Context: an optimization exercise on an open-source flow, tuned for small area, a short achievable clock period and few clock cycles per item. The choices shown serve that exercise and are no tape-out recipe.
In this exercise RTL edits were held to simulation tests only and were not proved equivalent to the original.
In every run shown here, the design's own scripts or RTL, not TritonCTS, make the clock network.
The clock input has no modelled driver; a real chip could not lean on it and would need a root buffer or a full tree.
Power is estimated from default activity; no workload was simulated.

## flow/flow/clocktree.tcl

```tcl
# PRE_CTS hook: a two-level clock tree built directly, in place of TritonCTS.
# The clock port drives 4 root buffers (one per quadrant of the flip-flops,
# split by count); each root drives the leaf buffers of its quadrant, and each
# leaf buffer drives a compact cluster of at most CT_LEAF_MAX flip-flops, all
# found by recursive bisection of the flip-flop positions. Every flip-flop's
# clock goes through exactly one root and one leaf buffer.
# CT_LEAF_MAX, CT_ROOT_CELL and CT_LEAF_CELL may override the defaults below.
set ct_leaf_max  [expr {[info exists ::env(CT_LEAF_MAX)] ? $::env(CT_LEAF_MAX) : 22}]
set ct_root_cell [expr {[info exists ::env(CT_ROOT_CELL)] ? $::env(CT_ROOT_CELL) : "sky130_fd_sc_hd__clkbuf_16"}]
set ct_leaf_cell [expr {[info exists ::env(CT_LEAF_CELL)] ? $::env(CT_LEAF_CELL) : "sky130_fd_sc_hd__clkbuf_16"}]

set ct_block [ord::get_db_block]
set ct_db    [ord::get_db]
set ct_clk   [$ct_block findNet clk]

# split items into k groups of near-equal size by recursive bisection,
# alternating the axis, with group counts split in proportion
proc ct_split {items axis k} {
  if {$k <= 1} { return [list $items] }
  set s [lsort -integer -index $axis $items]
  set k1 [expr {$k / 2}]
  set h [expr {int(round([llength $s] * double($k1) / $k))}]
  set nx [expr {1 - $axis}]
  return [concat [ct_split [lrange $s 0 [expr {$h - 1}]] $nx $k1] \
                 [ct_split [lrange $s $h end] $nx [expr {$k - $k1}]]]
}
proc ct_centroid {items} {
  set sx 0; set sy 0
  foreach it $items { incr sx [lindex $it 0]; incr sy [lindex $it 1] }
  set n [llength $items]
  return [list [expr {$sx / $n}] [expr {$sy / $n}]]
}
# the input and output pins of a one-input clock buffer or inverter
proc ct_pin {inst dir} {
  foreach it [$inst getITerms] {
    if {[$it isInputSignal] && $dir eq "in"} { return $it }
    if {[$it isOutputSignal] && $dir eq "out"} { return $it }
  }
  error "no $dir pin on [$inst getName]"
}
proc ct_place {inst xy} {
  set m [$inst getMaster]
  set x [expr {[lindex $xy 0] - [$m getWidth] / 2}]
  set y [expr {[lindex $xy 1] - [$m getHeight] / 2}]
  $inst setLocation $x $y
  $inst setPlacementStatus PLACED
}

set ct_sinks {}
foreach it [$ct_clk getITerms] {
  set bb [[$it getInst] getBBox]
  lappend ct_sinks [list [expr {([$bb xMin] + [$bb xMax]) / 2}] [expr {([$bb yMin] + [$bb yMax]) / 2}] $it]
}
set ct_n [llength $ct_sinks]
puts "clocktree: $ct_n sinks on clk"
set ct_quads [ct_split $ct_sinks 0 4]
set ct_mroot [$ct_db findMaster $ct_root_cell]
set ct_mleaf [$ct_db findMaster $ct_leaf_cell]
set qi 0
set li 0
foreach q $ct_quads {
  set leaves [ct_split $q 0 [expr {int(ceil([llength $q] / double($ct_leaf_max)))}]]
  set lxy {}
  foreach l $leaves { lappend lxy [concat [ct_centroid $l] 0] }
  set root [odb::dbInst_create $ct_block $ct_mroot "ctroot_$qi"]
  set rnet [odb::dbNet_create $ct_block "ctroot_net_$qi"]
  $rnet setSigType CLOCK
  [ct_pin $root in] connect $ct_clk
  [ct_pin $root out] connect $rnet
  ct_place $root [ct_centroid $lxy]
  foreach l $leaves {
    set leaf [odb::dbInst_create $ct_block $ct_mleaf "ctleaf_$li"]
    set lnet [odb::dbNet_create $ct_block "ctleaf_net_$li"]
    $lnet setSigType CLOCK
    [ct_pin $leaf in] connect $rnet
    [ct_pin $leaf out] connect $lnet
    ct_place $leaf [ct_centroid $l]
    foreach s $l {
      set it [lindex $s 2]
      $it disconnect
      $it connect $lnet
    }
    incr li
  }
  puts "clocktree: root $qi drives [llength $leaves] leaf buffers"
  incr qi
}
puts "clocktree: $qi roots, $li leaves"
set_propagated_clock [all_clocks]

# the tree is built: clock_tree_synthesis has nothing left to do
rename clock_tree_synthesis ct_unused_clock_tree_synthesis
proc clock_tree_synthesis {args} { puts "clock_tree_synthesis: skipped, the clock tree is built by clocktree.tcl" }
```

## flow/standard.sh

```bash
#!/bin/bash
# synth_recipe.tcl (not shown) runs the flow's synth.tcl, then flattens the netlist and writes it again
# the make line also repeats each setting of config.mk as NAME=value (left out here)
make -C /OpenROAD-flow-scripts/flow DESIGN_CONFIG=/design/flow/config.mk WORK_HOME=/design/flow/orfs CLKGATE_MAP_FILE= SYNTH_SCRIPT=/design/flow/synth_recipe.tcl "${@:-finish}"
```

## flow/constraint.sdc

```tcl
create_clock -name core_clock -period 10.0 [get_ports {clk}]
set_input_delay 2.0000 -clock core_clock [delete_from_list [all_inputs] [get_ports {clk}]]
set_output_delay 2.0000 -clock core_clock [all_outputs]
set_load 0.01 [all_outputs]
```

## flow/config.mk

```make
export PLATFORM = sky130hd
export DESIGN_NAME = cnet_req_framer
export DESIGN_NICKNAME = cnet_req_framer
export VERILOG_FILES = /design/flow/design.v
export SDC_FILE = /design/flow/constraint.sdc
export NUM_CORES = 4
export LEC_CHECK = 0
export CAP_MARGIN = 20
export CORE_MARGIN = 2
export CORE_UTILIZATION = 40
export SLEW_MARGIN = 20
```

## flow/design.v

```verilog
module cnet_req_framer #(
    parameter FRAME_CAP = 128,
    parameter NAME_CAP  = 16,
    parameter DATA_CAP  = FRAME_CAP - NAME_CAP - 11,
    parameter ADDR_MAX  = NAME_CAP - 3
) (
    input  wire                    clk,
    input  wire                    rst,
    input  wire                    req_valid,
    output wire                    req_ready,
    input  wire [1:0]              req_kind,       
    input  wire [7:0]              req_station,
    input  wire [3:0]              req_dev,        
    input  wire [2:0]              req_size,       
    input  wire [7:0]              req_count,
    input  wire [3:0]              req_addr_len,   
    input  wire [8*ADDR_MAX-1:0]   req_addr,       
    input  wire [6:0]              req_data_len,   
    input  wire [8*DATA_CAP-1:0]   req_data,       
    output wire                    tx_valid,
    input  wire                    tx_ready,
    output wire [7:0]              tx_data,
    output wire                    tx_last
);
    reg [1:0]            s_kind;
    reg [7:0]            s_station;
    reg [3:0]            s_dev;
    reg [2:0]            s_size;
    reg [7:0]            s_count;
    reg [3:0]            s_alen;
    reg [6:0]            s_dlen;
    reg [8*ADDR_MAX-1:0] r_addr;
    reg [8*DATA_CAP-1:0] r_data;
    reg                  r_inv;
    reg       ld_en;     
    reg       rot_en;    
    reg       start, cnt, fa, fd, eot, act;
    reg [7:0] lo;
    reg [1:0] gh;
    reg [3:0] a_idx;
    reg [6:0] d_idx;
    reg       a_last, d_last;
    reg [3:0] lag_a;
    reg [6:0] lag_d;
    reg       sync_a, sync_d;
    reg       p_valid;
    reg [7:0] p_byte;
    reg       p_addr;    
    reg       p_data;    
    reg       drop;      
    reg       killq;     
    reg       o_valid, o_last;
    reg [7:0] o_data;
    assign req_ready = ld_en;
    assign tx_valid  = o_valid;
    assign tx_data   = o_data;
    assign tx_last   = o_last;
    localparam [8*16-1:0] DEVL = {
        32'h00000000,
        8'h52, 8'h5A, 8'h55, 8'h44, 8'h4E, 8'h4C, 8'h43, 8'h54,
        8'h46, 8'h4B, 8'h4D, 8'h50
    };
    localparam [8*8-1:0] SIZEL = {
        24'h000000,
        8'h4C, 8'h44, 8'h57, 8'h42, 8'h58
    };
    wire [7:0] dev_letter  = DEVL[8*s_dev +: 8];
    wire [7:0] size_letter = SIZEL[8*s_size +: 8];
    wire [4:0] nl = 5'd3 + {1'b0, s_alen};
    wire       b_kind = s_kind[1];
    wire [8*16-1:0] hdr = {
        24'h000000,
        size_letter,
        dev_letter,
        8'h25,
        4'h3, nl[3:0],
        7'h18, nl[4],
        4'h3, s_count[3:0],
        4'h3, s_count[7:4],
        b_kind ? 8'h42 : 8'h53,
        8'h53,
        s_kind[0] ? 8'h57 : 8'h52,
        4'h3, s_station[3:0],
        4'h3, s_station[7:4],
        8'h00
    };
    wire [7:0] tap_a = (b_kind ? r_addr[8*2 +: 8] : r_addr[8*0 +: 8]) ^ {8{r_inv}};
    wire [7:0] tap_d = r_data[8*(DATA_CAP - 13 - s_alen) +: 8] ^ {8{r_inv}};
    reg [7:0] f_byte;
    integer g, j;
    always @* begin
        f_byte = (eot   ? 8'h04 : 8'h00) | (start && !eot ? 8'h05 : 8'h00) |
                 (fa    ? tap_a : 8'h00) | (fd    ? tap_d : 8'h00);
        for (g = 0; g < 2; g = g + 1)
            for (j = 0; j < 8; j = j + 1)
                f_byte = f_byte | ({8{gh[g] & lo[j]}} & hdr[8*(8*g+j) +: 8]);
    end
    wire [7:0] c_byte = p_data ? {p_byte[7:4] + 4'h3, p_byte[3:0]} : p_byte;
    wire       c_eot  = (c_byte == 8'h04);
    wire       c_emit = p_valid && !drop && !((p_addr || p_data) && c_byte == 8'h00);
    wire       early  = p_valid && !drop && (p_addr || p_data) && c_eot;
    wire adv     = !o_valid || tx_ready;  
    wire acc     = req_valid && ld_en;
    wire go      = adv && act && !(fa && !sync_a) && !(fd && !sync_d);
    wire killf   = killq && !(start && !eot);
    wire has_data = s_kind[0] && (s_dlen != 7'd0);
    wire has_addr = (s_alen != 4'd0);
    wire hdr_skip = b_kind && !cnt && gh[0] && lo[5];
    wire hdr_end  = gh[1] && lo[4];
    wire cnt_end  = cnt && lo[7];
    reg to_addr, to_cnt, to_data, to_eot;
    always @* begin
        to_addr = 1'b0; to_cnt = 1'b0; to_data = 1'b0; to_eot = 1'b0;
        if ((hdr_end && !has_addr) || (fa && a_last) || cnt_end) begin
            if (b_kind && !cnt_end) to_cnt  = 1'b1;
            else if (has_data)      to_data = 1'b1;
            else                    to_eot  = 1'b1;
        end else if (hdr_end) begin
            to_addr = 1'b1;
        end else if (fd && d_last) begin
            to_eot = 1'b1;
        end
    end
    reg       start_n, cnt_n, fa_n, fd_n, eot_n, act_n;
    reg [7:0] lo_n;
    reg [1:0] gh_n;
    reg [3:0] a_idx_n;
    reg [6:0] d_idx_n;
    reg       a_last_n, d_last_n;
    always @* begin
        start_n = start; cnt_n = cnt; fa_n = fa; fd_n = fd; eot_n = eot; act_n = act;
        lo_n = lo; gh_n = gh; a_idx_n = a_idx; d_idx_n = d_idx;
        a_last_n = a_last; d_last_n = d_last;
        if (adv && killf) begin
            cnt_n = 1'b0; fa_n = 1'b0; fd_n = 1'b0;
            eot_n = 1'b0; act_n = start; lo_n = 8'd0; gh_n = 2'b00;
        end else if (go) begin
            a_idx_n  = a_idx + 4'd1;
            d_idx_n  = d_idx + 7'd1;
            a_last_n = (a_idx + 4'd2 == s_alen);
            d_last_n = (d_idx + 7'd2 == s_dlen);
            if (eot) begin
                eot_n = 1'b0; act_n = start;
            end else if (start) begin
                start_n = 1'b0; lo_n = 8'd2; gh_n = 2'b01;
            end else if (hdr_skip) begin
                lo_n = 8'd1; gh_n = 2'b10;
            end else if (to_addr | to_cnt | to_data | to_eot) begin
                lo_n  = to_cnt ? 8'h40 : 8'h00;
                gh_n  = {1'b0, to_cnt};
                cnt_n = to_cnt;
                fa_n  = to_addr;
                fd_n  = to_data;
                eot_n = to_eot;
                a_idx_n  = 4'd0;
                d_idx_n  = 7'd0;
                a_last_n = (s_alen == 4'd1);
                d_last_n = (s_dlen == 7'd1);
            end else begin
                lo_n = {lo[6:0], lo[7]};
                gh_n = lo[7] ? {gh[0], 1'b0} : gh;
            end
        end
        if (acc) begin
            start_n = 1'b1; act_n = 1'b1;
        end
    end
    wire       moved   = go && !eot;
    wire [3:0] lag_a_n = acc ? 4'd0 : moved ? lag_a : (lag_a == 4'd12)  ? 4'd0 : lag_a + 4'd1;
    wire [6:0] lag_d_n = acc ? 7'd0 : moved ? lag_d : (lag_d == 7'd100) ? 7'd0 : lag_d + 7'd1;
    always @(posedge clk) begin
        s_kind    <= ({2{ld_en}} & req_kind)     | ({2{rot_en}} & s_kind);
        s_station <= ({8{ld_en}} & req_station)  | ({8{rot_en}} & s_station);
        s_dev     <= ({4{ld_en}} & req_dev)      | ({4{rot_en}} & s_dev);
        s_size    <= ({3{ld_en}} & req_size)     | ({3{rot_en}} & s_size);
        s_count   <= ({8{ld_en}} & req_count)    | ({8{rot_en}} & s_count);
        s_alen    <= ({4{ld_en}} & req_addr_len) | ({4{rot_en}} & s_alen);
        s_dlen    <= ({7{ld_en}} & req_data_len) | ({7{rot_en}} & s_dlen);
        r_addr <= ~(({8*ADDR_MAX{ld_en}}  & req_addr) |
                    ({8*ADDR_MAX{rot_en}} & {r_addr[7:0], r_addr[8*ADDR_MAX-1:8]}));
        r_data <= ~(({8*DATA_CAP{ld_en}}  & req_data) |
                    ({8*DATA_CAP{rot_en}} & {r_data[7:0], r_data[8*DATA_CAP-1:8]}));
        r_inv  <= ld_en || !r_inv;
        if (adv) begin
            p_byte <= f_byte;
            p_addr <= fa;
            p_data <= fd;
        end
        if (rst) begin
            o_data <= 8'h00;
            o_last <= 1'b0;
        end else if (adv) begin
            o_data <= c_byte;
            o_last <= c_eot;
        end
        lo     <= lo_n;
        gh     <= gh_n;
        a_idx  <= a_idx_n;
        d_idx  <= d_idx_n;
        a_last <= a_last_n;
        d_last <= d_last_n;
        lag_a  <= lag_a_n;
        lag_d  <= lag_d_n;
        sync_a <= (lag_a_n == 4'd0);
        sync_d <= (lag_d_n == 7'd0);
        if (rst) begin
            start   <= 1'b0;
            cnt     <= 1'b0;
            fa      <= 1'b0;
            fd      <= 1'b0;
            eot     <= 1'b0;
            act     <= 1'b0;
            lo      <= 8'd0;
            gh      <= 2'b00;
            p_valid <= 1'b0;
            drop    <= 1'b0;
            killq   <= 1'b0;
            o_valid <= 1'b0;
            ld_en   <= 1'b1;
            rot_en  <= 1'b0;
        end else begin
            start   <= start_n;
            cnt     <= cnt_n;
            fa      <= fa_n;
            fd      <= fd_n;
            eot     <= eot_n;
            act     <= act_n;
            if (adv) begin
                p_valid <= go && !killf;
                drop    <= early;
                killq   <= early;
                o_valid <= c_emit;
            end
            ld_en   <= !act_n || (eot_n && !start_n);
            rot_en  <= act_n && !(eot_n && !start_n);
        end
    end
endmodule
```

## flow/flow/run.sh

```bash
#!/bin/bash
# The standard ORFS layout (standard.sh, unchanged synthesis), with:
#  - port buffers: plain buf_1 cells (every input and output port still gets
#    one) instead of the delay buffer that buffer_ports picks by default;
#  - clock tree: built by flow/clocktree.tcl (a PRE_CTS hook) as a balanced
#    two-level tree, clock port -> 4 root buffers -> leaf buffers -> flops,
#    in place of TritonCTS; the rest of the CTS step (legalization, timing
#    and hold repair) runs as usual;
#  - timing repair aims at 7.5 ns of setup slack (the SDC is unchanged).
set -euo pipefail
export BUFFER_PORTS_ARGS="-buffer_cell sky130_fd_sc_hd__buf_1"
export PRE_CTS_TCL="$PWD/flow/clocktree.tcl"
export SETUP_SLACK_MARGIN=7.5
bash standard.sh > standard.log 2>&1
```

==> notes.md, run 1 <==
- Crit path arrival time: 3.45 ns
- via count of the first global-routing pass: 25357
- Fillers: 7561
- synthesized-area fraction occupied by ao, oa, aoi and oai cells: 24.82%
- most utilized layer in the global route result: met2
- routed wire length: 121.1 mm
- count of yosys warnings during synthesis: 1
- register bit count reported by yosys: 1015
- maximum number of pins on one net before global-route repair: 231
- Via density: 5.690
- classification of the worst-slack hold path: register to register
- num ports: 963
- fraction of synthesized area in multiplexers: 4.652%
- wire length of the first global-routing pass: 168.6 mm
- CP Cell Sequence: buf_6 > nor2b_4 > inv_8 > o2111ai_4 > nand2b_4 > buf_4 > buf_6 > buf_6 > a31oi_4 > nor2_1 > a211oi_1
- effective utilization at floorplan: 40.57%
- clock skew after layout: 0.02755 ns
- clock slew at the register clock pins of the worst setup and hold paths: 0.09 ns
- accumulated negative setup slack: 0 ns
- Setup crit start kind: primary input
- Vert. Die Dim: 290.3 µm
- count of routing violations after the opening detailed-route iteration: 2589
- drt first pass iters: 6
- Final Hold Vio Count: 0
- Core Footprint: 80810 µm²
- result of the run: complete, no violations
- post-route DRC violation count: 0
- post-synthesis sequential area ratio: 62.68%
- synthesized-area fraction occupied by xor and xnor cells: 1.149%
- Synth Area in Adders: 0.6869%
- Worst Setup Path Type: primary input to register
- Synth async-reset ratio: 0%
- global-route congestion overflow total: 0
- maxcap violations: 0
- HPWL Detailed: 85.48 mm
- IO Port Bufs: 962
- minimum setup slack in the final design: 6.900 ns
- Setup WS pre-CTS: 5.942 ns
- final setup violating endpoints: 0
- initial antenna violation count: 54
- leakage power total: 0.01492 µW
- RSZ-0062 raised after global routing: true
- clock period minus final worst setup slack: 3.100 ns
- power density over the cells: 206.1 nW/µm²
- worst path required time: 10.35 ns
- met3 track utilization from global routing: 6.814%
- routability congestion estimate: 0.9345
- crit path max-delay cell type: sky130_fd_sc_hd__a211oi_1
- cell row count: 104
- largest stage delay on the critical path: 0.24 ns
- measured slew at the worst slew-check pin: 0.8796 ns
- Global Route met1 Usage: 34.20%
- Worst setup EP type: register
- number of different library cells in the post-synthesis netlist: 63
- synthesis-to-finish area growth: 22.11%
- Slew Viols, Final: 0
- peak supply drop: 0.2048 mV
- Most common cell on crit path: sky130_fd_sc_hd__buf_6
- relative slew slack: 41.36%
- main combinational cell family by area after synthesis: compound AO/OA/AOI/OAI gates
- total nets after synthesis: 3689
- most common flop cell mapped by yosys: sky130_fd_sc_hd__dfxtp_1
- Mapped Cells: 2719
- layout cell share with drive strength beyond 1: 8.562%
- EDFF count, synth: 23
- Die X: 290.3 µm
- routed length per instance: 25.88 µm
- Post-DRT Antenna Nets: 0
- Total GRT Usage: 26.58%
- Post-Synthesis Mean Instance Area: 12.06 µm²
- Final period util: 31.00%
- Net count, final: 4546
- Post-Synthesis Cell Area: 32790 µm²
- met2 demand-to-capacity share in global routing: 43.28%
- via total after detailed routing: 26635
- Hold Buf Count CTS: 0
- maximum fanout along the worst path: 6
- source-to-sink clock delay at the later pin of the worst-skew pair: 0.44 ns
- timing-limited maximum frequency: 322.6 MHz
- floorplan die area: 84270 µm²
- simple-gate area share of the yosys netlist: 2.664%
synth_stat cells, types with 23 or more instances:
cell type	instances	area share (%)
sky130_fd_sc_hd__dfxtp_1	992	61
sky130_fd_sc_hd__a22oi_1	922	21
sky130_fd_sc_hd__clkbuf_1	212	2.4
sky130_fd_sc_hd__nand2_1	56	0.64
sky130_fd_sc_hd__nor2_1	55	0.63
sky130_fd_sc_hd__a21oi_1	53	0.81
sky130_fd_sc_hd__mux4_2	48	3.3
sky130_fd_sc_hd__mux2i_1	41	1.3
sky130_fd_sc_hd__a22o_1	40	1.1
sky130_fd_sc_hd__buf_1	24	0.27
sky130_fd_sc_hd__xnor2_1	24	0.64
sky130_fd_sc_hd__edfxtp_1	23	2.1
state kept, by name (all words and copies together), names as in the netlist, 2 cells and up:
register,cells
s_dlen,7
s_kind,2
s_size,3
lo,8
gh,2
r_addr,104
p_byte,8
s_alen,4
lag_d,7
s_dev,4
lag_a,4
o_data,8
d_idx,7
r_data,808
s_station,8
a_idx,4
s_count,8
per-layer routing:
metal,share of wire [%],vias up
met2,48,1086
met4,3.3,24
li1,-,12154
met5,0.12,-
met3,8.2,208
met1,41,13163
final cells by class:
class	instances	area, µm²	share of cell area, %
Timing Repair inverter	1	6.256	0.01563
Sequential cell	1015	20580	51.40
Multi-Input combinational cell	1431	11540	28.82
Buffer	52	1301	3.250
Antenna cell	47	117.6	0.2938
Inverter	20	85.08	0.2125
Timing Repair Buffer	1055	5080	12.69
Tap cell	1060	1326	3.313
power by group:
part	leakage (µW)	internal, µW	total, µW	switching, µW
clock network	0.000641	926	2160	1230
logic	0.00567	637	1300	667
registers	0.00861	4530	4790	255
cell usage in the layout (no fill, tap or decap), drive strengths merged, types with 8 or more instances in the layout:
| cell type | n |
|---|---|
| a22o | 40 |
| dfxtp | 992 |
| inv | 21 |
| a21oi | 56 |
| a211oi | 13 |
| diode | 47 |
| nor3 | 8 |
| mux4 | 48 |
| a22oi | 922 |
| nor2b | 12 |
| nand4 | 9 |
| nand2b | 8 |
| nand2 | 56 |
| nor2 | 55 |
| xor2 | 16 |
| edfxtp | 23 |
| buf | 1049 |
| o22ai | 13 |
| mux2i | 41 |
| nand3 | 11 |
| clkbuf | 57 |
| ha | 18 |
| o21ai | 24 |
| xnor2 | 24 |
timing repair:
item                       CTS  global route
pin swaps                   37            24
gates cloned                11             3
setup endpoints to repair  633           375
resized for setup          130            52
buffers inserted            50            12
logic make-up after synthesis:
| family | count (synthesis) |
|---|---|
| multiplexers | 92 |
| XOR/XNOR | 40 |
| adder cells (fa/ha/maj) | 18 |
| buffers and inverters | 274 |
| AO/OA/AOI/OAI | 1098 |
| flip-flops | 1015 |
| AND/OR/NAND/NOR | 182 |
critical path: cells and delay by family:
family	cells	cell delay, ns
buf+inv	5	0.51
compound gates	3	0.57
simple gates	3	0.36
path summary, 6_finish.rpt:
| kind | from | endpoint | slack, ns | cells past startpoint |
|---|---|---|---|---|
| setup / recovery | tx_ready | gh[0]$_SDFFE_PP0P_ | 6.90 | 11 |
| hold / removal | r_data[50]$_DFF_P_ | r_data[42]$_DFF_P_ | 0.40 | 1 |
| setup reg to reg | s_alen[0]$_DFF_P_ | p_byte[2]$_DFFE_PN_ | 7.43 | 11 |
| hold reg to reg | r_data[50]$_DFF_P_ | r_data[42]$_DFF_P_ | 0.40 | 1 |
per-stage QoR:
| step | instances | util (%) | power, µW | area [µm²] | hold slack [ns] |
|---|---|---|---|---|---|
| 4_1_cts | 4619 | 48.93 | 8214 | 39540 | 0.3905 |
| 3_3_place_gp | 4506 | 45.76 | 5924 | 36980 | 0.3913 |
| 6_report | 4681 | 49.54 | 8251 | 40030 | 0.3983 |
| 5_1_grt | 4672 | 49.52 | 8558 | 40010 | 0.3934 |
| 3_5_place_dp | 4506 | 45.76 | 5932 | 36980 | 0.3960 |
| 2_1_floorplan | 2719 | - | 5498 | 32870 | 0.3903 |
Testbench counts, summed over its fixed seeds: cycles 73,697, items 1,600.
==> run 2, diff against run 1 <==
--- a/flow/design.v
+++ b/flow/design.v
@@ -31,4 +31,4 @@
     reg [6:0]            s_dlen;
-    reg [8*ADDR_MAX-1:0] r_addr;
-    reg [8*DATA_CAP-1:0] r_data;
+    localparam RING = ADDR_MAX + DATA_CAP;
+    reg [8*RING-1:0]     r_ring;
     reg                  r_inv;
@@ -36,2 +36,3 @@
     reg       rot_en;    
+    reg       free;      
     reg       start, cnt, fa, fd, eot, act;
@@ -39,8 +40,6 @@
     reg [1:0] gh;
-    reg [3:0] a_idx;
-    reg [6:0] d_idx;
-    reg       a_last, d_last;
-    reg [3:0] lag_a;
-    reg [6:0] lag_d;
-    reg       sync_a, sync_d;
+    reg [6:0] rem;
+    reg       f_last;
+    reg [6:0] lag;
+    reg       sync;
     reg       p_valid;
@@ -53,3 +52,5 @@
     reg [7:0] o_data;
-    assign req_ready = ld_en;
+    reg       k_valid, k_last;    
+    reg [7:0] k_data;
+    assign req_ready = free;
     assign tx_valid  = o_valid;
@@ -86,4 +87,12 @@
     };
-    wire [7:0] tap_a = (b_kind ? r_addr[8*2 +: 8] : r_addr[8*0 +: 8]) ^ {8{r_inv}};
-    wire [7:0] tap_d = r_data[8*(DATA_CAP - 13 - s_alen) +: 8] ^ {8{r_inv}};
+    reg [7:0] tap_dr;
+    integer t;
+    always @* begin
+        tap_dr = r_ring[8*(RING - ADDR_MAX) +: 8];
+        for (t = 0; t < ADDR_MAX; t = t + 1)
+            if (s_alen == t)
+                tap_dr = r_ring[8*((RING - t) % RING) +: 8];
+    end
+    wire [7:0] tap_a = (b_kind ? r_ring[8*(RING - 11) +: 8] : r_ring[8*(RING - 13) +: 8]) ^ {8{r_inv}};
+    wire [7:0] tap_d = tap_dr ^ {8{r_inv}};
     reg [7:0] f_byte;
@@ -91,3 +100,3 @@
     always @* begin
-        f_byte = (eot   ? 8'h04 : 8'h00) | (start && !eot ? 8'h05 : 8'h00) |
+        f_byte = (eot   ? 8'h04 : 8'h00) | (start ? 8'h05 : 8'h00) |
                  (fa    ? tap_a : 8'h00) | (fd    ? tap_d : 8'h00);
@@ -101,6 +110,6 @@
     wire       early  = p_valid && !drop && (p_addr || p_data) && c_eot;
-    wire adv     = !o_valid || tx_ready;  
-    wire acc     = req_valid && ld_en;
-    wire go      = adv && act && !(fa && !sync_a) && !(fd && !sync_d);
-    wire killf   = killq && !(start && !eot);
+    wire adv     = !k_valid;              
+    wire consume = o_valid && tx_ready;
+    wire acc     = req_valid && free;
+    wire go      = adv && act && !((fa || fd) && !sync);
     wire has_data = s_kind[0] && (s_dlen != 7'd0);
@@ -113,3 +122,3 @@
         to_addr = 1'b0; to_cnt = 1'b0; to_data = 1'b0; to_eot = 1'b0;
-        if ((hdr_end && !has_addr) || (fa && a_last) || cnt_end) begin
+        if ((hdr_end && !has_addr) || (fa && f_last) || cnt_end) begin
             if (b_kind && !cnt_end) to_cnt  = 1'b1;
@@ -119,3 +128,3 @@
             to_addr = 1'b1;
-        end else if (fd && d_last) begin
+        end else if (fd && f_last) begin
             to_eot = 1'b1;
@@ -126,19 +135,15 @@
     reg [1:0] gh_n;
-    reg [3:0] a_idx_n;
-    reg [6:0] d_idx_n;
-    reg       a_last_n, d_last_n;
+    reg [6:0] rem_n;
+    reg       f_last_n;
     always @* begin
         start_n = start; cnt_n = cnt; fa_n = fa; fd_n = fd; eot_n = eot; act_n = act;
-        lo_n = lo; gh_n = gh; a_idx_n = a_idx; d_idx_n = d_idx;
-        a_last_n = a_last; d_last_n = d_last;
-        if (adv && killf) begin
-            cnt_n = 1'b0; fa_n = 1'b0; fd_n = 1'b0;
-            eot_n = 1'b0; act_n = start; lo_n = 8'd0; gh_n = 2'b00;
+        lo_n = lo; gh_n = gh; rem_n = rem; f_last_n = f_last;
+        if (adv && killq) begin
+            start_n = 1'b0; cnt_n = 1'b0; fa_n = 1'b0; fd_n = 1'b0;
+            eot_n = 1'b0; act_n = 1'b0; lo_n = 8'd0; gh_n = 2'b00;
         end else if (go) begin
-            a_idx_n  = a_idx + 4'd1;
-            d_idx_n  = d_idx + 7'd1;
-            a_last_n = (a_idx + 4'd2 == s_alen);
-            d_last_n = (d_idx + 7'd2 == s_dlen);
+            rem_n    = rem - 7'd1;
+            f_last_n = (rem == 7'd2);
             if (eot) begin
-                eot_n = 1'b0; act_n = start;
+                eot_n = 1'b0; act_n = 1'b0;
             end else if (start) begin
@@ -154,6 +159,4 @@
                 eot_n = to_eot;
-                a_idx_n  = 4'd0;
-                d_idx_n  = 7'd0;
-                a_last_n = (s_alen == 4'd1);
-                d_last_n = (s_dlen == 7'd1);
+                rem_n    = to_addr ? {3'd0, s_alen} : s_dlen;
+                f_last_n = to_addr ? (s_alen == 4'd1) : (s_dlen == 7'd1);
             end else begin
@@ -164,8 +167,22 @@
         if (acc) begin
-            start_n = 1'b1; act_n = 1'b1;
-        end
-    end
-    wire       moved   = go && !eot;
-    wire [3:0] lag_a_n = acc ? 4'd0 : moved ? lag_a : (lag_a == 4'd12)  ? 4'd0 : lag_a + 4'd1;
-    wire [6:0] lag_d_n = acc ? 7'd0 : moved ? lag_d : (lag_d == 7'd100) ? 7'd0 : lag_d + 7'd1;
+            start_n = 1'b1; eot_n = 1'b0; act_n = 1'b1;
+        end
+    end
+    wire [6:0] lag_n = acc ? 7'd0 : go ? lag : (lag == RING - 1) ? 7'd0 : lag + 7'd1;
+    wire       o_ld       = k_valid ? consume : (c_emit && (!o_valid || consume));
+    wire [7:0] o_src_data = k_valid ? k_data : c_byte;
+    wire       o_src_last = k_valid ? k_last : c_eot;
+    reg       o_valid_n, k_valid_n;
+    always @* begin
+        o_valid_n = o_valid;
+        k_valid_n = k_valid;
+        if (k_valid) begin
+            if (consume) k_valid_n = 1'b0;
+        end else if (c_emit) begin
+            if (!o_valid || consume) o_valid_n = 1'b1;
+            else                     k_valid_n = 1'b1;
+        end else if (consume) begin
+            o_valid_n = 1'b0;
+        end
+    end
     always @(posedge clk) begin
@@ -178,6 +195,4 @@
         s_dlen    <= ({7{ld_en}} & req_data_len) | ({7{rot_en}} & s_dlen);
-        r_addr <= ~(({8*ADDR_MAX{ld_en}}  & req_addr) |
-                    ({8*ADDR_MAX{rot_en}} & {r_addr[7:0], r_addr[8*ADDR_MAX-1:8]}));
-        r_data <= ~(({8*DATA_CAP{ld_en}}  & req_data) |
-                    ({8*DATA_CAP{rot_en}} & {r_data[7:0], r_data[8*DATA_CAP-1:8]}));
+        r_ring <= ~(({8*RING{ld_en}}  & {req_data, req_addr}) |
+                    ({8*RING{rot_en}} & {r_ring[7:0], r_ring[8*RING-1:8]}));
         r_inv  <= ld_en || !r_inv;
@@ -191,5 +206,9 @@
             o_last <= 1'b0;
-        end else if (adv) begin
-            o_data <= c_byte;
-            o_last <= c_eot;
+        end else if (o_ld) begin
+            o_data <= o_src_data;
+            o_last <= o_src_last;
+        end
+        if (!k_valid && c_emit && o_valid && !consume) begin
+            k_data <= c_byte;
+            k_last <= c_eot;
         end
@@ -197,10 +216,6 @@
         gh     <= gh_n;
-        a_idx  <= a_idx_n;
-        d_idx  <= d_idx_n;
-        a_last <= a_last_n;
-        d_last <= d_last_n;
-        lag_a  <= lag_a_n;
-        lag_d  <= lag_d_n;
-        sync_a <= (lag_a_n == 4'd0);
-        sync_d <= (lag_d_n == 7'd0);
+        rem    <= rem_n;
+        f_last <= f_last_n;
+        lag    <= lag_n;
+        sync   <= (lag_n == 7'd0);
         if (rst) begin
@@ -218,4 +233,6 @@
             o_valid <= 1'b0;
+            k_valid <= 1'b0;
             ld_en   <= 1'b1;
             rot_en  <= 1'b0;
+            free    <= 1'b1;
         end else begin
@@ -228,9 +245,12 @@
             if (adv) begin
-                p_valid <= go && !killf;
+                p_valid <= go && !killq;
                 drop    <= early;
-                killq   <= early;
-                o_valid <= c_emit;
             end
-            ld_en   <= !act_n || (eot_n && !start_n);
-            rot_en  <= act_n && !(eot_n && !start_n);
+            if (adv || acc)
+                killq <= adv && early && !acc;
+            o_valid <= o_valid_n;
+            k_valid <= k_valid_n;
+            ld_en   <= !act_n || eot_n;
+            rot_en  <= act_n && !eot_n;
+            free    <= !act_n || (eot_n && !k_valid_n);
         end
==> notes.md, run 2 <==
- P_int: 6178 µW, +1.3%
- maximum fanout along the worst path: 2, -4
- max FFs per register: 912, +13%
- Setup crit start kind: register
- Via density: 5.627, -1.1%
- Final period util: 29.24%, -1.8 points
- leakage power total: 0.01474 µW, -1.2%
- part of the total power dissipated in sequential elements: 59.2%, +1.2 points
- post-synth top area share: 60.74%, +0.17 points
- cell class contributing the biggest share of worst-path delay: flip-flops
- global-route congestion overflow total: 0, unchanged
- cell type with the largest total area after synthesis: sky130_fd_sc_hd__dfxtp_1
- timing-limited maximum frequency: 342.0 MHz, +6.0%
- post-route DRC violation count: 0, unchanged
- post-synthesis sequential area ratio: 63.22%, +0.55 points
- count of yosys warnings during synthesis: 1, unchanged
- minimum setup slack in the final design: 7.076 ns, +0.1764 ns
- Total GRT Usage: 26.17%, -0.41 points
- EDFF count, synth: 27, +17%
- buffers plus inverters on the worst setup path: 1, -4
- routed length per instance: 25.34 µm, -2.1%
- Reg with most FFs: r_ring
- clock skew after layout: 0.04176 ns, +0.01421 ns
- Mapped Cells: 2841, +4.5%
- clock power share: 25.6%, -0.5 points
- Post-Synthesis Cell Area: 32630 µm², -0.48%
- Hold Buf Count CTS: 0, unchanged
- source-to-sink clock delay at the later pin of the worst-skew pair: 0.46 ns, +0.02 ns
- largest stage delay on the critical path: 0.36 ns, +0.12 ns
- Worst setup EP type: primary output
- Die X: 289.6 µm, -0.23%
- count of routing violations after the opening detailed-route iteration: 2367, -8.6%
- final hold slack: 0.4002 ns, +0.001813 ns
- via total after detailed routing: 26684, +0.18%
- net switching fraction of the power: 26.93%, +0.83 points
- via count of the first global-routing pass: 25202, -0.61%
- initial antenna violation count: 54, unchanged
- register bit count reported by yosys: 1017, +0.20%
- CP Cell Sequence: buf_6
- Net count, final: 4611, +1.4%
- Worst Setup Path Type: register to primary output
- highest-count cells in the layout ignoring fill and taps: 973 x sky130_fd_sc_hd__dfxtp_1, 949 x sky130_fd_sc_hd__buf_1, 933 x sky130_fd_sc_hd__a22oi_1, 78 x sky130_fd_sc_hd__nand2_1, 58 x sky130_fd_sc_hd__nor2_1
- worst path required time: 8.00 ns, -2.35 ns
- most common flop cell mapped by yosys: sky130_fd_sc_hd__dfxtp_1
- number of different library cells in the post-synthesis netlist: 79, +25%
- synth top area cells: sky130_fd_sc_hd__dfxtp_1 61%, sky130_fd_sc_hd__a22oi_1 21%, sky130_fd_sc_hd__clkbuf_1 2.6%
- maxcap violations: 0, unchanged
- power density over the cells: 216.2 nW/µm², +4.9%
- wire length of the first global-routing pass: 164.5 mm, -2.4%
- worst hold start: r_ring[13]$_DFF_P_
- effective utilization at floorplan: 40.45%, -0.13 points
- synthesis-to-finish area growth: 19.87%
- Setup WS pre-CTS: 6.683 ns, +0.7412 ns
- clock period minus final worst setup slack: 2.924 ns, -0.1764 ns
- num ports: 963, unchanged
- most common library cells after synthesis: 990 x sky130_fd_sc_hd__dfxtp_1, 933 x sky130_fd_sc_hd__a22oi_1, 227 x sky130_fd_sc_hd__clkbuf_1
- Core Footprint: 80680 µm², -0.16%
- layout cell share with drive strength beyond 1: 5.330%, -3.2 points
- maximum number of pins on one net before global-route repair: 217, -6.1%
- worst setup path startpoint: free$_SDFF_PP1_
- drt first pass iters: 8, +2
- power share of the combinational group: 15.2%, -0.6 points
- floorplan die area: 83880 µm², -0.47%
- clock slew at the register clock pins of the worst setup and hold paths: 0.09 ns, about the same
- Vert. Die Dim: 289.6 µm, -0.23%
- accumulated negative setup slack: 0 ns, unchanged
- most common library cell in the layout ignoring fill and taps: sky130_fd_sc_hd__dfxtp_1
- relative slew slack: 29.25%, -12 points
- cell row count: 104, unchanged
- classification of the worst-slack hold path: register to register
- peak supply drop: 0.1826 mV, -11%
- RSZ-0062 raised after global routing: true
- final setup violating endpoints: 0, unchanged
- Slew Viols, Final: 0, unchanged
- Synth async-reset ratio: 0%, unchanged
- NetSw: 2277 µW, +5.7%
- worst reg2reg path startpoint: s_alen[0]$_DFF_P_
- result of the run: complete, no violations
- Final Hold Vio Count: 0, unchanged
- IO Port Bufs: 962, unchanged
- Crit path arrival time: 0.92 ns, -2.53 ns
- Post-Synthesis Mean Instance Area: 11.49 µm², -4.8%
- crit path max-delay cell type: sky130_fd_sc_hd__dfxtp_4
- HPWL Detailed: 86.30 mm, +0.96%
- routed wire length: 120.2 mm, -0.81%
- most frequently used cell type in the post-synthesis netlist: sky130_fd_sc_hd__dfxtp_1
- total nets after synthesis: 3810, +3.3%
- routability congestion estimate: 0.9281, -0.68%
- measured slew at the worst slew-check pin: 1.061 ns, +0.1816 ns
- Post-DRT Antenna Nets: 0, unchanged
run 2: cell count changes after synthesis, moves of 8 or more:
cell / before / now
sky130_fd_sc_hd__o21ai_1: 9 / 0
sky130_fd_sc_hd__mux2i_1: 41 / 28
sky130_fd_sc_hd__nor3_1: 6 / 14
sky130_fd_sc_hd__nand3b_1: 2 / 12
sky130_fd_sc_hd__a22oi_1: 922 / 933
sky130_fd_sc_hd__a221oi_1: 1 / 11
sky130_fd_sc_hd__inv_1: 16 / 33
sky130_fd_sc_hd__mux4_2: 48 / 0
sky130_fd_sc_hd__clkbuf_1: 212 / 227
sky130_fd_sc_hd__o21ai_0: 14 / 50
sky130_fd_sc_hd__xnor2_1: 24 / 13
sky130_fd_sc_hd__nor2_1: 55 / 64
sky130_fd_sc_hd__nand2_1: 56 / 81
run 2: what timing repair did:
action / CTS / global route
setup buffers: 15 / 13
resized for setup: 91 / 27
gates cloned: 6 / 1
setup endpoints to repair: 558 / 98
pin swaps: 4 / 6
endpoints found under the hold margin: 0 / 0
run 2: cells by family after synthesis:
kind of cell / after synthesis / share of synthesized area [%]
compound gates: 1176 / 26.66
fa+ha+maj: 17 / 0.6519
mux: 34 / 1.066
buf+inv: 301 / 3.535
simple gates: 274 / 4.252
flops: 1017 / 63.22
xor+xnor: 22 / 0.6135
run 2: power by group through the flow:
stage | clock network [µW] | registers (µW) | logic (µW)
finish | 2170 | 5000 | 1290
global route | 2330 | 5050 | 1410
CTS | 2200 | 5000 | 1240
detailed placement | 0 | 5090 | 1160
global placement | 0 | 5090 | 1140
floorplan | 0 | 4920 | 832
run 2: metrics by stage:
stage | power (µW) | util (%) | instances | instance area [µm²]
after floorplan | 5754 | - | 2841 | 32750
after global placement | 6233 | 45.67 | 4613 | 36850
after detailed placement | 6247 | 45.67 | 4613 | 36850
after CTS | 8441 | 48.06 | 4686 | 38770
after global routing | 8800 | 48.45 | 4731 | 39090
final | 8455 | 48.48 | 4742 | 39110
run 2: metal layers:
metal / up-vias / GRT usage, % / wire length (µm)
li1: 12390 / - / -
met1: 12982 / 32.66 / 47440
met2: 1061 / 43.95 / 58150
met3: 221 / 6.295 / 10020
met4: 30 / 9.641 / 4352
met5: - / 0 / 196
run 2: final timing paths:
kind         slack [ns]  cells past startpoint                  end
max                7.08                      1            req_ready
min                0.40                      1    r_ring[5]$_DFF_P_
max reg2reg        7.53                      7  p_byte[0]$_DFFE_PN_
min reg2reg        0.40                      1    r_ring[5]$_DFF_P_
run 2: area by class of cell:
type / instances / area (µm²)
buffer: 52 / 1301
inverter: 34 / 135.1
antenna: 42 / 105.1
tap: 1060 / 1326
sequential: 1017 / 20670
fill: 7710 / 41560
multi-input combinational: 1523 / 11100
timing repair buffer: 1014 / 4477
Testbench counts of run 2, summed over its fixed seeds: cycles 73,697, items 1,600.
==> run 3, diff against run 2 <==
--- a/flow/design.v
+++ b/flow/design.v
@@ -195,4 +195,4 @@
         s_dlen    <= ({7{ld_en}} & req_data_len) | ({7{rot_en}} & s_dlen);
-        r_ring <= ~(({8*RING{ld_en}}  & {req_data, req_addr}) |
-                    ({8*RING{rot_en}} & {r_ring[7:0], r_ring[8*RING-1:8]}));
+        r_ring <= ~(({8*RING{rot_en}} | {req_data, req_addr}) &
+                    ({8*RING{ld_en}}  | {r_ring[7:0], r_ring[8*RING-1:8]}));
         r_inv  <= ld_en || !r_inv;
==> notes.md, run 3 <==
- Vert. Die Dim: 284.6 µm, -1.7%
- IO Port Bufs: 962, unchanged
- post-synth top area share: 62.94%, +2.2 points
- highest-count cells in the layout ignoring fill and taps: 975 x sky130_fd_sc_hd__dfxtp_1, 950 x sky130_fd_sc_hd__buf_1, 916 x sky130_fd_sc_hd__o22ai_1, 78 x sky130_fd_sc_hd__nand2_1, 58 x sky130_fd_sc_hd__nor2_1
- largest stage delay on the critical path: 0.35 ns, about the same
- effective utilization at floorplan: 40.51%, +0.070 points
- Worst Setup Path Type: register to primary output
- accumulated negative setup slack: 0 ns, unchanged
- most common library cells after synthesis: 990 x sky130_fd_sc_hd__dfxtp_1, 917 x sky130_fd_sc_hd__o22ai_1, 241 x sky130_fd_sc_hd__clkbuf_1
- classification of the worst-slack hold path: register to register
- initial antenna violation count: 38, -30%
- maximum fanout along the worst path: 2, unchanged
- routability congestion estimate: 0.9440, +1.7%
- number of different library cells in the post-synthesis netlist: 79, unchanged
- routed length per instance: 24.66 µm, -2.7%
- global-route congestion overflow total: 0, unchanged
- Final period util: 28.98%, -0.26 points
- worst path required time: 8.00 ns, about the same
- clock slew at the register clock pins of the worst setup and hold paths: 0.08 ns, about the same
- synth top area cells: sky130_fd_sc_hd__dfxtp_1 63%, sky130_fd_sc_hd__o22ai_1 18%, sky130_fd_sc_hd__clkbuf_1 2.9%
- count of yosys warnings during synthesis: 1, unchanged
- Post-Synthesis Mean Instance Area: 11.08 µm², -3.5%
- drt first pass iters: 6, -2
- clock period minus final worst setup slack: 2.898 ns, -0.02569 ns
- Post-Synthesis Cell Area: 31490 µm², -3.5%
- num ports: 963, unchanged
- crit path max-delay cell type: sky130_fd_sc_hd__dfxtp_4
- count of routing violations after the opening detailed-route iteration: 2328, -1.6%
- leakage power total: 0.01379 µW, -6.4%
- Crit path arrival time: 0.90 ns, -0.02 ns
- source-to-sink clock delay at the later pin of the worst-skew pair: 0.45 ns, about the same
- Synth async-reset ratio: 0%, unchanged
- synthesis-to-finish area growth: 21.47%
- RSZ-0062 raised after global routing: true
- layout cell share with drive strength beyond 1: 6.173%, +0.84 points
- Die X: 284.6 µm, -1.7%
- Total GRT Usage: 26.70%, +0.53 points
- Via density: 5.579, -0.85%
- clock skew after layout: 0.02842 ns, -0.01334 ns
- register bit count reported by yosys: 1017, unchanged
- cell row count: 102, -1.9%
- via count of the first global-routing pass: 24507, -2.8%
- relative slew slack: 27.45%, -1.8 points
- Core Footprint: 77720 µm², -3.7%
- post-synthesis sequential area ratio: 65.51%, +2.3 points
- measured slew at the worst slew-check pin: 1.088 ns, +0.02698 ns
- Mapped Cells: 2841, unchanged
- cell class contributing the biggest share of worst-path delay: flip-flops
- max FFs per register: 912, unchanged
- EDFF count, synth: 27, unchanged
- result of the run: complete, no violations
- Final Hold Vio Count: 0, unchanged
- HPWL Detailed: 82.49 mm, -4.4%
- Reg with most FFs: r_ring
- routed wire length: 116.6 mm, -3.0%
- power density over the cells: 222.4 nW/µm², +2.9%
- buffers plus inverters on the worst setup path: 1, unchanged
- CP Cell Sequence: buf_6
- wire length of the first global-routing pass: 163.6 mm, -0.52%
- total nets after synthesis: 3810, unchanged
- Net count, final: 4632, +0.46%
- Worst setup EP type: primary output
- most common flop cell mapped by yosys: sky130_fd_sc_hd__dfxtp_1
- final hold slack: 0.4012 ns, +0.001003 ns
- Slew Viols, Final: 0, unchanged
- floorplan die area: 80980 µm², -3.5%
- final setup violating endpoints: 0, unchanged
- maximum number of pins on one net before global-route repair: 223, +2.8%
- Setup crit start kind: register
- Post-DRT Antenna Nets: 0, unchanged
- cell type with the largest total area after synthesis: sky130_fd_sc_hd__dfxtp_1
- maxcap violations: 0, unchanged
- timing-limited maximum frequency: 345.1 MHz, +0.89%
- most frequently used cell type in the post-synthesis netlist: sky130_fd_sc_hd__dfxtp_1
- via total after detailed routing: 26373, -1.2%
- most common library cell in the layout ignoring fill and taps: sky130_fd_sc_hd__dfxtp_1
- peak supply drop: 0.1948 mV, +6.7%
- post-route DRC violation count: 0, unchanged
- Hold Buf Count CTS: 0, unchanged
[run 3: cell families after synthesis]
kind of cell               after synthesis  share of synthesized area, %
buffers and inverters                  301                         3.664
xor gates and xnor gates                22                        0.6358
adders and majority gates               17                        0.6755
and+or+nand+nor                        274                         4.407
DFF                                   1017                         65.51
muxes                                   34                         1.105
AOI/OAI and AO/OA                     1176                         24.00
[run 3: per-stage QoR]
stage | power (µW) | std cells | util (%) | area [µm²] | setup WS (ns)
global placement | 6235 | 4597 | 45.91 | 35690 | 6.651
detailed placement | 6242 | 4597 | 45.91 | 35690 | 6.619
CTS | 8474 | 4689 | 48.81 | 37930 | 7.083
finish | 8507 | 4727 | 49.21 | 38250 | 7.102
floorplan | 5765 | 2841 | - | 31600 | 7.150
global route | 8843 | 4720 | 49.19 | 38230 | 7.071
[run 3: layout make-up]
cell class                 instances  area (µm²)
buffer                            52        1301
timing repair buffer            1034        4720
fill                            7342       39470
tap                             1040        1301
multi-input combinational       1523       10060
inverter                          34       136.4
timing repair inverter             1       7.507
antenna                           26       65.06
sequential                      1017       20660
[run 3: path summary, 6_finish.rpt]
path                            from             endpoint  slack [ns]  depth (start not counted)
setup / recovery     free$_SDFF_PP1_            req_ready        7.10                          1
hold / removal    r_ring[40]$_DFF_P_   r_ring[32]$_DFF_P_        0.40                          1
hold reg to reg   r_ring[40]$_DFF_P_   r_ring[32]$_DFF_P_        0.40                          1
setup reg to reg   s_alen[0]$_DFF_P_  p_byte[0]$_DFFE_PN_        7.48                          9
[run 3: timing repair]
action | 4_1_cts | 5_1_grt
buffers inserted | 30 | 10
setup endpoints to repair | 630 | 129
hold endpoints to repair | 0 | 0
pin swaps | 16 | 21
gates cloned | 10 | 2
gates resized for setup | 115 | 33
[run 3: layer usage]
layer	up-vias	wire, µm	global-route usage, %
met5	-	178	0
met4	28	2981	6.211
met3	181	9422	6.453
met2	1058	54440	42.94
met1	12683	49540	36.23
li1	12423	-	-
[run 3: report_power, final]
part | switching (µW) | internal, µW
logic | 736 | 616
clock network | 1230 | 926
registers | 317 | 4680
Testbench counts of run 3, summed over its fixed seeds: cycles 73,697, items 1,600.
==> run 4, diff against run 3 <==
--- a/flow/flow/clocktree.tcl
+++ b/flow/flow/clocktree.tcl
@@ -7,3 +7,3 @@
 # CT_LEAF_MAX, CT_ROOT_CELL and CT_LEAF_CELL may override the defaults below.
-set ct_leaf_max  [expr {[info exists ::env(CT_LEAF_MAX)] ? $::env(CT_LEAF_MAX) : 22}]
+set ct_leaf_max  [expr {[info exists ::env(CT_LEAF_MAX)] ? $::env(CT_LEAF_MAX) : 27}]
 set ct_root_cell [expr {[info exists ::env(CT_ROOT_CELL)] ? $::env(CT_ROOT_CELL) : "sky130_fd_sc_hd__clkbuf_16"}]
==> notes.md, run 4 <==
- drt first pass iters: 8, +2
- part of the total power dissipated in sequential elements: 60.0%, +1.2 points
- Core Footprint: 77720 µm², unchanged
- most common library cells after synthesis: 990 x sky130_fd_sc_hd__dfxtp_1, 917 x sky130_fd_sc_hd__o22ai_1, 241 x sky130_fd_sc_hd__clkbuf_1
- cell row count: 102, unchanged
- Final period util: 28.93%, -0.047 points
- initial antenna violation count: 42, +11%
- HPWL Detailed: 82.49 mm, unchanged
- Worst Setup Path Type: register to primary output
- timing-limited maximum frequency: 345.6 MHz, +0.16%
- Die X: 284.6 µm, unchanged
- buffers plus inverters on the worst setup path: 1, unchanged
- highest-count cells in the layout ignoring fill and taps: 975 x sky130_fd_sc_hd__dfxtp_1, 950 x sky130_fd_sc_hd__buf_1, 916 x sky130_fd_sc_hd__o22ai_1, 78 x sky130_fd_sc_hd__nand2_1, 58 x sky130_fd_sc_hd__nor2_1
- post-synthesis sequential area ratio: 65.51%, unchanged
- maximum fanout along the worst path: 2, unchanged
- worst reg2reg path startpoint: s_alen[0]$_DFF_P_
- Via density: 5.559, -0.36%
- peak supply drop: 0.2097 mV, +7.7%
- Slew Viols, Final: 0, unchanged
- register bit count reported by yosys: 1017, unchanged
- Post-Synthesis Mean Instance Area: 11.08 µm², unchanged
- effective utilization at floorplan: 40.51%, unchanged
- largest stage delay on the critical path: 0.37 ns, +0.02 ns
- maximum number of pins on one net before global-route repair: 223, unchanged
- post-synth top area share: 62.94%, unchanged
- clock skew after layout: 0.02654 ns, -0.001883 ns
- post-route DRC violation count: 0, unchanged
- layout cell share with drive strength beyond 1: 5.839%, -0.33 points
- num ports: 963, unchanged
- clock power share: 23.9%, -1.4 points
- power share of the combinational group: 16.1%, +0.2 points
- Worst setup EP type: primary output
- power density over the cells: 219.2 nW/µm², -1.4%
- maxcap violations: 0, unchanged
- final setup violating endpoints: 0, unchanged
- measured slew at the worst slew-check pin: 1.071 ns, -0.01718 ns
- worst setup path startpoint: o_data[1]$_SDFFE_PP0P_
- Fillers: 7371, +0.39%
- Final Hold Vio Count: 0, unchanged
- accumulated negative setup slack: 0 ns, unchanged
- source-to-sink clock delay at the later pin of the worst-skew pair: 0.44 ns, about the same
- crit path max-delay cell type: sky130_fd_sc_hd__dfxtp_2
- count of routing violations after the opening detailed-route iteration: 2024, -13%
- routed wire length: 116.0 mm, -0.50%
- CP Depth: 1, unchanged
- RSZ-0062 raised after global routing: true
- length in cells of the worst reg-to-reg path: 9, unchanged
- net switching fraction of the power: 26.96%, +0.16 points
- end point of the critical path: tx_data[1]
- via count of the first global-routing pass: 24259, -1.0%
- most common flop cell mapped by yosys: sky130_fd_sc_hd__dfxtp_1
- synth top area cells: sky130_fd_sc_hd__dfxtp_1 63%, sky130_fd_sc_hd__o22ai_1 18%, sky130_fd_sc_hd__clkbuf_1 2.9%
- routed length per instance: 24.56 µm, -0.39%
- Setup WS pre-CTS: 6.619 ns, unchanged
- cell class contributing the biggest share of worst-path delay: flip-flops
- via total after detailed routing: 26250, -0.47%
- result of the run: complete, no violations
- wire length of the first global-routing pass: 162.1 mm, -0.94%
- relative slew slack: 28.60%, +1.1 points
- max FFs per register: 912, unchanged
- Mapped Cells: 2841, unchanged
- Post-Synthesis Cell Area: 31490 µm², unchanged
- synthesis-to-finish area growth: 20.71%
- worst path required time: 8.00 ns, about the same
- classification of the worst-slack hold path: register to register
- Vert. Die Dim: 284.6 µm, unchanged
- Total GRT Usage: 26.44%, -0.26 points
- footprint of the flip-flops and latches: 20660 µm², unchanged
- global-route congestion overflow total: 0, unchanged
- clock slew at the register clock pins of the worst setup and hold paths: 0.10 ns, +0.02 ns
- NetSw: 2246 µW, -1.5%
- setup slack of the most critical reg-to-reg path: 7.50 ns, +0.02 ns
- area taken by multi-input logic gates: 10050 µm², about the same
- cell type with the largest total area after synthesis: sky130_fd_sc_hd__dfxtp_1
- clock period minus final worst setup slack: 2.893 ns, -0.004670 ns
- floorplan die area: 80980 µm², unchanged
- Net count, final: 4619, -0.28%
- most frequently used cell type in the post-synthesis netlist: sky130_fd_sc_hd__dfxtp_1
- minimum setup slack in the final design: 7.107 ns, +0.004670 ns
- P_int: 6087 µW, -2.3%
- leakage power total: 0.01364 µW, -1.1%
- total nets after synthesis: 3810, unchanged
- routability congestion estimate: 0.9440, unchanged
- most common library cell in the layout ignoring fill and taps: sky130_fd_sc_hd__dfxtp_1
- number of different library cells in the post-synthesis netlist: 79, unchanged
- Post-DRT Antenna Nets: 0, unchanged
- Crit path arrival time: 0.89 ns, about the same
- EDFF count, synth: 27, unchanged
- Setup crit start kind: register
- worst r2r dst: p_byte[7]$_DFFE_PN_
- Hold Buf Count CTS: 0, unchanged
- IO Port Bufs: 962, unchanged
- Synth async-reset ratio: 0%, unchanged
- count of yosys warnings during synthesis: 1, unchanged
- Reg with most FFs: r_ring
- CP Cell Sequence: buf_6
run 4: worst reg2reg max path: cells and delay by family (launching register included):
family                     cells  cell delay, ns
AOI/OAI and AO/OA              3            0.49
adders and majority gates      1            0.20
DFF                            1            0.38
and+or+nand+nor                2            0.65
muxes                          1            0.22
buffers and inverters          2            0.27
run 4: routing by layer:
layer  vias up  track usage [%]  wire [µm]
li1      12416                -          -
met1     12625            35.60      49260
met2      1004            42.54      54430
met3       181            6.517       9266
met4        24            6.605       2882
met5         -                0        148
run 4: how the worst min path moves through the flow:
stage,start,end,slack [ns],cells after the start
6_report,r_ring[40]$_DFF_P_,r_ring[32]$_DFF_P_,0.41,1
5_1_grt,r_ring[40]$_DFF_P_,r_ring[32]$_DFF_P_,0.42,1
4_1_cts,r_ring[40]$_DFF_P_,r_ring[32]$_DFF_P_,0.40,1
3_5_place_dp,r_ring[694]$_DFF_P_,r_ring[686]$_DFF_P_,0.40,1
3_3_place_gp,r_ring[373]$_DFF_P_,r_ring[365]$_DFF_P_,0.40,1
2_1_floorplan,r_ring[8]$_DFF_P_,r_ring[0]$_DFF_P_,0.40,1
run 4: area by class of cell:
type	instances	share of cell area, %
Sequential cell	1017	54.37
Timing Repair Buffer	1029	12.28
Tap cell	1040	3.424
Buffer	44	2.897
Multi-Input combinational cell	1523	26.43
Timing Repair inverter	1	0.01975
Inverter	34	0.3588
Antenna cell	34	0.2238
run 4: power by group through the flow:
| stage | Clock, µW | Combinational [µW] | Sequential (µW) |
|---|---|---|---|
| 4_1_cts | 2030 | 1280 | 4990 |
| 3_3_place_gp | 0 | 1150 | 5090 |
| 6_report | 1990 | 1340 | 5000 |
| 5_1_grt | 2160 | 1450 | 5050 |
| 2_1_floorplan | 0 | 842 | 4920 |
| 3_5_place_dp | 0 | 1160 | 5080 |
run 4: timing repair:
action	CTS	global route
resized for setup	112	30
setup buffers	20	16
pin swaps	11	25
setup endpoints to repair	630	124
gates cloned	8	3
run 4: cell families (layout without fill, tap and decap cells):
logic type | after synthesis | count (layout) | synth area share [%]
compound gates | 1176 | 1176 | 24.00
flops | 1017 | 1017 | 65.51
fa+ha+maj | 17 | 17 | 0.6755
xor+xnor | 22 | 22 | 0.6358
buf+inv | 301 | 1108 | 3.664
mux | 34 | 34 | 1.105
simple gates | 274 | 274 | 4.407
other cells | 0 | 34 | 0
run 4: stage by stage:
step	total power [µW]	instances	cell area (µm²)	hold WS [ns]	utilization (%)
detailed placement	6242	4597	35690	0.4037	45.91
global placement	6235	4597	35690	0.3996	45.91
floorplan	5765	2841	31600	0.3991	-
finish	8333	4722	38010	0.4053	48.90
global route	8661	4711	37980	0.4160	48.87
CTS	8293	4669	37580	0.4023	48.35
==> run 5, diff against run 4 <==
--- a/flow/flow/run.sh
+++ b/flow/flow/run.sh
@@ -8,3 +8,3 @@
 #    and hold repair) runs as usual;
-#  - timing repair aims at 7.5 ns of setup slack (the SDC is unchanged).
+#  - timing repair aims at 7.5 ns of setup slack (the SDC is unchanged);
 set -euo pipefail
--- a/flow/config.mk
+++ b/flow/config.mk
@@ -9,3 +9,3 @@
 export CORE_MARGIN = 2
-export CORE_UTILIZATION = 40
+export CORE_UTILIZATION = 45
 export SLEW_MARGIN = 20
==> notes.md, run 5 <==
- result of the run: complete, no violations
- net switching fraction of the power: 27.02%, +0.059 points
- clock power share: 23.8%, about the same
- synthesized-area fraction occupied by xor and xnor cells: 0.6358%, unchanged
- Final period util: 29.11%, +0.18 points
- Post-Synthesis Mean Instance Area: 11.08 µm², unchanged
- Reg with most FFs: r_ring
- buffers plus inverters on the worst setup path: 1, unchanged
- synthesized-area fraction occupied by ao, oa, aoi and oai cells: 24.00%, unchanged
- met3 track utilization from global routing: 9.726%, +3.2 points
- Via density: 5.881, +5.8%
- most common library cells after synthesis: 990 x sky130_fd_sc_hd__dfxtp_1, 917 x sky130_fd_sc_hd__o22ai_1, 241 x sky130_fd_sc_hd__clkbuf_1
- Total GRT Usage: 32.21%, +5.8 points
- Worst setup EP type: primary output
- count of yosys warnings during synthesis: 1, unchanged
- most common flop cell mapped by yosys: sky130_fd_sc_hd__dfxtp_1
- Worst Setup Path Type: register to primary output
- maxcap violations: 0, unchanged
- routed wire length: 125.9 mm, +8.6%
- post-route DRC violation count: 0, unchanged
- largest stage delay on the critical path: 0.36 ns, about the same
- Vert. Die Dim: 268.5 µm, -5.6%
- effective utilization at floorplan: 45.67%, +5.2 points
- final setup violating endpoints: 0, unchanged
- layout cell share with drive strength beyond 1: 5.362%, -0.48 points
- count of routing violations after the opening detailed-route iteration: 2521, +25%
- RSZ-0062 raised after global routing: true
- max FFs per register: 912, unchanged
- most frequently used cell type in the post-synthesis netlist: sky130_fd_sc_hd__dfxtp_1
- peak supply drop: 0.2060 mV, -1.8%
- crit path max-delay cell type: sky130_fd_sc_hd__dfxtp_4
- via count of the first global-routing pass: 25747, +6.1%
- clock slew at the register clock pins of the worst setup and hold paths: 0.10 ns, about the same
- maximum fanout along the worst path: 2, unchanged
- Post-Synthesis Cell Area: 31490 µm², unchanged
- wire length of the first global-routing pass: 172.6 mm, +6.5%
- most utilized layer in the global route result: met2
- highest-count cells in the layout ignoring fill and taps: 973 x sky130_fd_sc_hd__dfxtp_1, 950 x sky130_fd_sc_hd__buf_1, 917 x sky130_fd_sc_hd__o22ai_1, 78 x sky130_fd_sc_hd__nand2_1, 60 x sky130_fd_sc_hd__nor2_1
- Synth async-reset ratio: 0%, unchanged
- measured slew at the worst slew-check pin: 1.285 ns, +0.2144 ns
- Setup crit start kind: register
- main combinational cell family by area after synthesis: compound AO/OA/AOI/OAI gates
- HPWL Detailed: 93.39 mm, +13%
- cell row count: 96, -5.9%
- timing-limited maximum frequency: 343.5 MHz, -0.62%
- Crit path arrival time: 0.91 ns, +0.02 ns
- Hold Buf Count CTS: 0, unchanged
- Synth Area in Adders: 0.6755%, unchanged
- Die X: 268.5 µm, -5.6%
- num ports: 963, unchanged
- fraction of synthesized area in multiplexers: 1.105%, unchanged
- via total after detailed routing: 27033, +3.0%
- synthesis-to-finish area growth: 19.51%
- synth top area cells: sky130_fd_sc_hd__dfxtp_1 63%, sky130_fd_sc_hd__o22ai_1 18%, sky130_fd_sc_hd__clkbuf_1 2.9%
- P_int: 6065 µW, -0.35%
- part of the total power dissipated in sequential elements: 60.3%, +0.3 points
- floorplan die area: 72110 µm², -11%
- total nets after synthesis: 3810, unchanged
- CP Cell Sequence: buf_6
- number of different library cells in the post-synthesis netlist: 79, unchanged
- met2 demand-to-capacity share in global routing: 52.31%, +9.8 points
- cell class contributing the biggest share of worst-path delay: flip-flops
- post-synthesis sequential area ratio: 65.51%, unchanged
- NetSw: 2245 µW, about the same
- routed length per instance: 27.39 µm, +12%
- Final Hold Vio Count: 0, unchanged
- post-synth top area share: 62.94%, unchanged
- maximum number of pins on one net before global-route repair: 259, +16%
- power density over the cells: 220.8 nW/µm², +0.73%
- Fillers: 6332, -14%
- simple-gate area share of the yosys netlist: 4.407%, unchanged
- source-to-sink clock delay at the later pin of the worst-skew pair: 0.43 ns, about the same
- Post-DRT Antenna Nets: 0, unchanged
- register bit count reported by yosys: 1017, unchanged
- fraction of the core area covered by cells at the end of the flow: 54.58%, +5.7 points
- most common library cell in the layout ignoring fill and taps: sky130_fd_sc_hd__dfxtp_1
- power share of the combinational group: 15.9%, -0.2 points
- Slew Viols, Final: 0, unchanged
- worst path required time: 8.00 ns, about the same
- Core Footprint: 68950 µm², -11%
- clock period minus final worst setup slack: 2.911 ns, +0.01805 ns
- clock skew after layout: 0.03711 ns, +0.01057 ns
- EDFF count, synth: 27, unchanged
- Global Route met1 Usage: 41.07%, +5.5 points
- Mapped Cells: 2841, unchanged
- leakage power total: 0.01355 µW, -0.67%
- Net count, final: 4608, -0.24%
- cell type with the largest total area after synthesis: sky130_fd_sc_hd__dfxtp_1
- initial antenna violation count: 52, +24%
- classification of the worst-slack hold path: register to register
- global-route congestion overflow total: 0, unchanged
- IO Port Bufs: 962, unchanged
- relative slew slack: 14.30%, -14 points
- routability congestion estimate: 0.9988, +5.8%
- drt first pass iters: 7, -1
- accumulated negative setup slack: 0 ns, unchanged
[run 5: metal layers]
layer	vias to the layer above	share of wire [%]
met1	13195	40
met5	-	0.23
met2	1169	47
li1	12367	-
met3	258	9.7
met4	44	3.1
[run 5: final cells by class]
class                   instances  area [µm²]  area share, %
plain buffers                  44        1101          2.926
flip-flops and latches       1017       20670          54.91
multi-input cells            1523       10000          26.58
well taps                     931        1165          3.095
diodes                         29       72.57         0.1928
repair buffers               1019        4488          11.93
inverters                      34       138.9         0.3690
[run 5: power groups by stage]
stage                     clock, µW  combinational [µW]  sequential [µW]
after floorplan                   0                 842             4920
after global placement            0                1160             5080
after detailed placement          0                1190             5080
after CTS                      2010                1270             5000
after global routing           2150                1430             5050
final                          1980                1320             5010
[run 5: worst reg2reg max path: cells and delay by family, from the launching register on]
| family | cells | cell delay (ns) |
|---|---|---|
| mux | 1 | 0.23 |
| flops | 1 | 0.40 |
| compound gates | 3 | 0.49 |
| fa+ha+maj | 1 | 0.23 |
| buf+inv | 2 | 0.31 |
| simple gates | 2 | 0.68 |
[run 5: what timing repair did]
| action | in CTS | in global routing |
|---|---|---|
| gates cloned | 5 | 3 |
| resized for setup | 94 | 41 |
| pin swaps | 8 | 22 |
| buffers inserted | 20 | 9 |
| endpoints found under the setup margin | 566 | 470 |
[run 5: through the flow]
| step | total power, µW | setup slack, ns | instances | hold slack (ns) | area (µm²) |
|---|---|---|---|---|---|
| floorplan | 5765 | 7.150 | 2841 | 0.3991 | 31600 |
| global placement | 6236 | 6.720 | 4487 | 0.4007 | 35540 |
| detailed placement | 6268 | 6.663 | 4487 | 0.4039 | 35540 |
| CTS | 8276 | 7.081 | 4556 | 0.4041 | 37300 |
| global route | 8633 | 7.060 | 4590 | 0.4234 | 37620 |
| finish | 8311 | 7.089 | 4597 | 0.4009 | 37630 |
[run 5: kinds of logic (layout without fill, tap and decap cells)]
| kind of cell | after synthesis | count (layout) |
|---|---|---|
| multiplexers | 34 | 34 |
| XOR/XNOR | 22 | 22 |
| adder cells (fa/ha/maj) | 17 | 17 |
| flip-flops | 1017 | 1017 |
| AND/OR/NAND/NOR | 274 | 274 |
| buffers and inverters | 301 | 1097 |
| AO/OA/AOI/OAI | 1176 | 1176 |
| other | 0 | 29 |
[run 5: path summary, 6_finish.rpt]
check / to / startpoint / cells after the start / slack, ns
min reg2reg: r_ring[18]$_DFF_P_ / r_ring[26]$_DFF_P_ / 1 / 0.40
max: tx_valid / o_valid$_SDFFE_PP0P_ / 1 / 7.09
max reg2reg: p_byte[7]$_DFFE_PN_ / s_alen[0]$_DFF_P_ / 9 / 7.44
min: r_ring[18]$_DFF_P_ / r_ring[26]$_DFF_P_ / 1 / 0.40

separate check: timing with driven ports:
In the flow no input, the clock included, has a driving cell. The finished layouts below were timed again as built, in two steps. Step 1, drivers: a clkbuf_16 drives clk and a buf_2 each remaining input, both assumed. Step 2 also shifts input and output timing later by t, the mid clock arrival at the registers, as if the neighbouring blocks saw the same clock. Slacks: no drivers / after step 1 / after step 2; pairs: no drivers / after step 1.
run	shift t [ns]	slack for setup (ns)	hold WS [ns]	worst setup path after step 2	cell pins on the clock port's net
run 1	0.579	6.900 / 6.908 / 6.435	0.398 / 0.399 / 0.399	input to register	4
run 2	0.595	7.076 / 6.925 / 6.992	0.400 / 0.400 / 0.400	input to register	4
run 3	0.587	7.102 / 6.947 / 6.974	0.401 / 0.401 / 0.401	input to register	4
run 4	0.566	7.107 / 6.962 / 6.970	0.405 / 0.405 / 0.405	input to register	4
run 5	0.551	7.089 / 6.951 / 6.896	0.401 / 0.401 / 0.401	input to register	4
After both steps every run listed still meets setup and hold. For run 1, which loses most, drivers alone change the setup slack by +0.008 ns; drivers and shift together by -0.465 ns.
